Context: an optimization exercise on an open-source flow, tuned for small area, a short achievable clock period and few clock cycles per item. The choices shown serve that exercise and are no tape-out recipe.
In this exercise RTL edits were held to simulation tests only and were not proved equivalent to the original.
No activity file was given, so power comes from the tool's default toggle rates.

==> inputs of run C <==
// hash_xform
module hash_xform (
    input  wire         clk,
    input  wire         rst,        
    input  wire         start,
    input  wire         alg,        
    input  wire [159:0] h_in,
    input  wire [511:0] block_in,
    output wire         ready,
    output wire         done,
    output wire [159:0] h_out
);
    reg         busy, prep, done_r, alg_r;
    reg  [6:0]  cnt;
    reg  [31:0] R0, R1, R2, R3, R4;
    reg  [31:0] P1, P2;
    reg  [31:0] H0, H1, H2, H3, H4;
    reg  [511:0] W;                 
    reg  [4:0]  fs;                 
    reg         sha_c;              
    reg  [2:0]  fs2;                
    reg  [4:0]  rc;                 
    reg  [3:0]  rf;                 
    function [31:0] bswap(input [31:0] x);
        bswap = {x[7:0], x[15:8], x[23:16], x[31:24]};
    endfunction
    function [31:0] rotl5(input [31:0] x);
        rotl5 = {x[26:0], x[31:27]};
    endfunction
    function [31:0] rotl30(input [31:0] x);
        rotl30 = {x[1:0], x[31:2]};
    endfunction
    function [31:0] rotl1(input [31:0] x);
        rotl1 = {x[30:0], x[31]};
    endfunction
    function [31:0] rl(input [31:0] x, input integer n);
        rl = (x << n) | (x >> (32 - n));
    endfunction
    function [31:0] add32(input [31:0] x, input [31:0] y);
        reg [31:0] gg, pp;
        integer l, i;
        begin
            gg = x & y;
            pp = x ^ y;
            for (l = 0; l < 5; l = l + 1)
                for (i = 0; i < 32; i = i + 1)
                    if (((i >> l) & 1) == 1) begin
                        gg[i] = gg[i] | (pp[i] & gg[((i >> l) << l) - 1]);
                        pp[i] = pp[i] & pp[((i >> l) << l) - 1];
                    end
            add32 = (x ^ y) ^ {gg[30:0], 1'b0};
        end
    endfunction
    function [31:0] addbk(input [31:0] x, input [31:0] y);
        reg [31:0] gg, pp;
        integer l, i;
        begin
            gg = x & y;
            pp = x ^ y;
            for (l = 0; l < 5; l = l + 1)
                for (i = 0; i < 32; i = i + 1)
                    if ((i + 1) % (2 << l) == 0) begin
                        gg[i] = gg[i] | (pp[i] & gg[i - (1 << l)]);
  ...
clock: 12.0 ns
lec_check: 0
abc_area: 1
cap_margin: 20
core_margin: 2
core_utilization: 45
cts_buf_list: sky130_fd_sc_hd__clkbuf_16
cts_cluster_diameter: 100
cts_cluster_size: 20
place_density: 0.65
setup_slack_margin: 5
slew_margin: 35
standard.sh (not shown) runs the stock make flow with config.mk's settings and CLKGATE_MAP_FILE= SYNTH_SCRIPT=/design/flow/synth_recipe.tcl, a recipe that flattens the netlist after the stock synthesis.
==> flow/flow/run.sh <==
#!/bin/bash
set -euo pipefail
export BUFFER_PORTS_ARGS="-buffer_cell sky130_fd_sc_hd__buf_1"
bash standard.sh > make_finish.log 2>&1
==> run K (differences from run C) <==
--- a/flow/config.mk
+++ b/flow/config.mk
@@ -9,9 +9,9 @@
 export CAP_MARGIN = 20
 export CORE_MARGIN = 2
-export CORE_UTILIZATION = 45
+export CORE_UTILIZATION = 40
 export CTS_BUF_LIST = sky130_fd_sc_hd__clkbuf_16
 export CTS_CLUSTER_DIAMETER = 100
 export CTS_CLUSTER_SIZE = 20
-export PLACE_DENSITY = 0.65
+export PLACE_DENSITY = 0.6
 export SETUP_SLACK_MARGIN = 5
 export SLEW_MARGIN = 35
==> notes <==
- Run K finished with timing, DRC and antenna clean. Run C completed without violations.
- Die area: run C is lower than run K (about 11%).
- Between run K and run C, the lower design area is in run C (gap 1.3%, measured against run C).
- In run C the clock skew is higher than in run K, by 0.042 ns.
- In run K the combinational power is higher than in run C, by about 0.8%.
- Count of clock-buffer cells in the layout: run K is higher than run C (7).
==> figures <==
| item | run C | run K |
|---|---|---|
| Met1 routing resource usage after global routing | 59.08% | 56.35% |
| Sequential portion of the cell area | 29.74% | 29.41% |
| Non-clock buffer total of the final layout | 977 | 981 |
| Run status | timing/DRC/antenna clean | timing/DRC/antenna clean |
| Sum of met2 wire segment lengths after detailed routing | 144,600 um | 158,300 um |
| Critical path destination | R3[14]$_DFF_P_ | H0[31]$_DFF_P_ |
| Slew of the pin with the lowest slew margin | 1.110 ns | 1.127 ns |
| Number of tap cells added at floorplan | 1,794 | 2,044 |
| Worst hold margin | 0.4420 ns | 0.4508 ns |
| Weighted congestion reported at the end of routability-driven placement | 1.107 | 1.064 |
| Final worst clock skew | 0.08750 ns | 0.04508 ns |
| Clock network share of area | 2.527% | 2.951% |
Testbench counts of run C, summed over its fixed seeds: cycles 70,795, blocks 1,280.
Testbench counts of run K, summed over its fixed seeds: cycles 70,795, blocks 1,280.

==> inputs of v24 <==
hash_xform, a different RTL version from the one above (not shown whole).
export LEC_CHECK = 0
export ABC_AREA = 1
export CAP_MARGIN = 20
export CORE_MARGIN = 2
export CORE_UTILIZATION = 40
export CTS_BUF_LIST = sky130_fd_sc_hd__clkbuf_16
export CTS_CLUSTER_DIAMETER = 100
export CTS_CLUSTER_SIZE = 20
export PLACE_DENSITY = 0.6
export SETUP_SLACK_MARGIN = 5
export SLEW_MARGIN = 35
create_clock -name core_clock -period 12.0 [get_ports {clk}]
Scripts as last shown in full above: flow/flow/run.sh
==> v35 (differences from v24) <==
--- a/flow/design.v
+++ b/flow/design.v
@@ -30,16 +30,31 @@
         rotl30 = {x[1:0], x[31:2]};
     endfunction
     function [31:0] rotl1(input [31:0] x);
         rotl1 = {x[30:0], x[31]};
     endfunction
     function [31:0] rl(input [31:0] x, input integer n);
         rl = (x << n) | (x >> (32 - n));
     endfunction
+    function [31:0] add32(input [31:0] x, input [31:0] y);
+        reg [31:0] gg, pp;
+        integer l, i;
+        begin
+            gg = x & y;
+            pp = x ^ y;
+            for (l = 0; l < 5; l = l + 1)
+                for (i = 0; i < 32; i = i + 1)
+                    if (((i >> l) & 1) == 1) begin
+                        gg[i] = gg[i] | (pp[i] & gg[((i >> l) << l) - 1]);
+                        pp[i] = pp[i] & pp[((i >> l) << l) - 1];
+                    end
+            add32 = (x ^ y) ^ {gg[30:0], 1'b0};
+        end
+    endfunction
     function [31:0] addbk(input [31:0] x, input [31:0] y);
         reg [31:0] gg, pp;
         integer l, i;
         begin
             gg = x & y;
             pp = x ^ y;
             for (l = 0; l < 5; l = l + 1)
                 for (i = 0; i < 32; i = i + 1)
@@ -321,57 +336,58 @@
     wire [31:0] rt1 = ({32{rc[0]}} & rl(tmp, 4)) | ({32{rc[1]}} & rl(tmp, 8))
                     | ({32{rc[2]}} & rl(tmp, 12)) | ({32{rc[3]}} & rl(tmp, 16))
                     | ({32{rc[4]}} & rl(tmp, 20));
     wire [31:0] rot = ({32{rf[0]}} & rt1) | ({32{rf[1]}} & rl(rt1, 1))
                     | ({32{rf[2]}} & rl(rt1, 2)) | ({32{rf[3]}} & rl(rt1, 3));
     wire [31:0] z2;
     wire [31:0] nb  = (alg_r ? z2 : R0) + rot;
     wire [31:0] a1 = tmp;
-    assign z2 = addbk(bf({fs2[2], 1'b0, fs2[1], 1'b0, fs2[0]}, R3, rotl30(R0), R1) | ({32{sf1}} & H2),
-                      ({32{!sf1}} & P2) | ({32{sf1}} & R1));
+    assign z2 = addbk(bf({fs2[2], 1'b0, fs2[1], 1'b0, fs2[0]}, R3, rotl30(R0), R1), P2);
     wire [31:0] a2 = nb;
     wire m61_n = !alg_n && cnt_n == 7'd62;
     wire m62_n = !alg_n && cnt_n == 7'd63;
     wire m63_n = !alg_n && cnt_n == 7'd64;
     wire mf_n  = !alg_n && cnt_n == 7'd65;
     wire s39_n = alg_n && cnt_n == 7'd40;
     wire sf1_n = alg_n && cnt_n == 7'd41;
-    reg m61, m62, m63, mf, s39, sf1;
-    reg [4:0] s1a;                  
-    reg [3:0] s1b;                  
+    wire sf2_n = alg_n && cnt_n == 7'd42;
+    reg m61, m62, m63, mf, s39, sf1, sf2;
+    reg [5:0] s1a;                  
+    reg [4:0] s1b;                  
     reg [2:0] s2a;                  
     reg [4:0] s2b;                  
     always @(posedge clk) begin
         m61 <= m61_n;
         m62 <= m62_n;
         m63 <= m63_n;
         mf  <= mf_n;
         s39 <= s39_n;
         sf1 <= sf1_n;
-        s1a <= {busy && alg_r && !sf1_n, sf1_n, busy && !alg_r, !busy && alg, !busy && !alg};
-        s1b <= {sf1_n, s39_n, alg_n && !s39_n && !sf1_n, !alg_n};
+        sf2 <= sf2_n;
+        s1a <= {busy && alg_r && !sf1_n && !sf2_n, sf2_n, sf1_n, busy && !alg_r, !busy && alg, !busy && !alg};
+        s1b <= {sf2_n, sf1_n, s39_n, alg_n && !s39_n && !sf1_n && !sf2_n, !alg_n};
         s2a <= {busy && alg_r && !sf1_n, busy && (!alg_r || sf1_n), !busy};
         s2b <= {!(m61_n || m62_n || s39_n || m63_n || mf_n || sf1_n), mf_n || sf1_n, m63_n, m62_n || s39_n, m61_n};
         sha_c <= busy && alg_r;
     end
     wire [31:0] p1a = ({32{s1a[0]}} & H0) | ({32{s1a[1]}} & H4) | ({32{s1a[2]}} & R2)
-                    | ({32{s1a[3]}} & R3) | ({32{s1a[4]}} & R1);
+                    | ({32{s1a[3]}} & R3) | ({32{s1a[4]}} & R4) | ({32{s1a[5]}} & R1);
     wire [31:0] p1b = ({32{s1b[0]}} & xw) | ({32{s1b[1]}} & bswap(W[31:0])) | ({32{s1b[2]}} & H4)
-                    | ({32{s1b[3]}} & H0);
+                    | ({32{s1b[3]}} & H0) | ({32{s1b[4]}} & H2);
     wire [31:0] p1c = c1;
     wire [31:0] p1n = add3bk(p1a, p1b, p1c);
     wire [31:0] p2a = ({32{s2a[0]}} & H3) | ({32{s2a[1]}} & R0) | ({32{s2a[2]}} & rotl30(R0));
     wire [31:0] p2b = ({32{s2b[0]}} & H0) | ({32{s2b[1]}} & H3) | ({32{s2b[2]}} & H2)
                     | ({32{s2b[3]}} & H1) | ({32{s2b[4]}} & bswap(W[63:32]));
     wire [31:0] p2c = c2;
     wire [31:0] p2n = add3bk(p2a, p2b, p2c);
     wire [31:0] wn0 = bswap(rotl1(bswap(W[447:416] ^ W[287:256] ^ W[95:64] ^ W[31:0])));
     wire [31:0] wn1 = bswap(rotl1(bswap(W[479:448] ^ W[319:288] ^ W[127:96] ^ W[63:32])));
-    wire last = alg_r ? sf1 : mf;
+    wire last = alg_r ? sf2 : mf;
     always @(posedge clk) begin
         if (rst) begin
             busy   <= 1'b0;
             done_r <= 1'b0;
         end else begin
             done_r <= busy && last;
             if (!busy)
                 busy <= start;
@@ -410,17 +426,17 @@
         end else begin
             R0 <= alg_r ? a1 : nb;
             R1 <= alg_r ? rotl30(R3) : R0;
             R2 <= alg_r ? rotl30(R0) : R1;
             R3 <= alg_r ? a2 : R2;
             R4 <= R1;
             if (m61 || sf1) H0 <= m61 ? p2n : p1n;
             if (mf || sf1)  H1 <= p2n;
-            if (m63 || sf1) H2 <= m63 ? p2n : z2;
+            if (m63 || sf2) H2 <= m63 ? p2n : p1n;
             if (m62 || s39) H3 <= p2n;
             if (s39)        H4 <= p1n;
         end
     end
     assign ready = !busy;
     assign done  = done_r;
     assign h_out = {alg_r ? H4 : 32'd0, H3, H2, H1, H0};
 endmodule
CTS_BUF_LIST = sky130_fd_sc_hd__clkbuf_8   (was sky130_fd_sc_hd__clkbuf_16)
CTS_CLUSTER_DIAMETER = unset   (was 100)
CTS_CLUSTER_SIZE = unset   (was 20)
==> qor summary <==
Finished Layout Cells: v24 11400; v35 11900
Smallest hold slack: v24 0.421 ns; v35 0.411 ns
Design Area, Final: v24 68700 µm²; v35 72000 µm²
Data arrival time of the worst path: v24 7.63 ns; v35 7.81 ns
Post-placement worst setup slack: v24 4.36 ns; v35 4.04 ns
H-tree level count: v24 2; v35 4
Count of cell instances traversed by the critical path: v24 37; v35 28
Cells after Synth: v24 8778; v35 8960
Cell depth of the worst flop-to-flop path: v24 37; v35 28
Antenna violations before repair: v24 32; v35 41
Layout cells sized above 1: v24 0.0595; v35 0.0735
Post-layout min period: v24 6.99 ns; v35 6.95 ns
Area taken by multi-input logic gates: v24 36900 µm²; v35 37100 µm²
Distinct cell type count of the synthesized netlist: v24 81; v35 73
1st-pass router iterations: v24 8; v35 7
Status: v24 timing/DRC/antenna clean; v35 timing/DRC/antenna clean
Post-synth net total: v24 9838; v35 10000
# nets final: v24 10400; v35 10700
Endpoint of the worst register-to-register path: v24 R0[21]$_DFF_P_; v35 H0[31]$_DFF_P_
Overall Power: v24 14.2 mW; v35 15.8 mW
Final core area utilization: v24 0.452; v35 0.467
Net switching power: v24 7.27 mW; v35 7.87 mW
Testbench counts of v24, summed over its fixed seeds: cycles 70,144, blocks 1,280.
Testbench counts of v35, summed over its fixed seeds: cycles 70,795, blocks 1,280.

==> static timing again, ports no longer ideal <==
The results above use ideal ports. As a check the final layouts listed here were re-extracted and re-timed, cells and wires unchanged.
Step 1, drivers: a clkbuf_16 drives clk and a buf_2 each remaining input, both assumed.
Step 2, shift: input delay + t, output delay - t, t = (earliest + latest rising clock arrival at the registers) / 2. This alone moves slack from input paths to output paths.
Three values: no drivers, after step 1, after step 2; two values: the first two.
| run | shift t [ns] | setup slack, ns | hold slack, ns | worst slew at a driven data input, ns | pins driven straight from the clock port |
|---|---|---|---|---|---|
| run C | 0.864 | 4.936 / 4.936 / 4.936 | 0.442 / 0.442 / 0.442 | 0.24 | 1 |
| run K | 0.820 | 5.042 / 5.042 / 5.042 | 0.451 / 0.451 / 0.451 | 0.14 | 1 |
| v24 | 0.828 | 5.005 / 5.005 / 5.005 | 0.421 / 0.421 / 0.421 | 0.21 | 1 |
| v35 | 1.039 | 5.055 / 5.055 / 5.055 | 0.411 / 0.411 / 0.411 | 0.14 | 1 |
After both steps setup and hold are still met in every run listed.
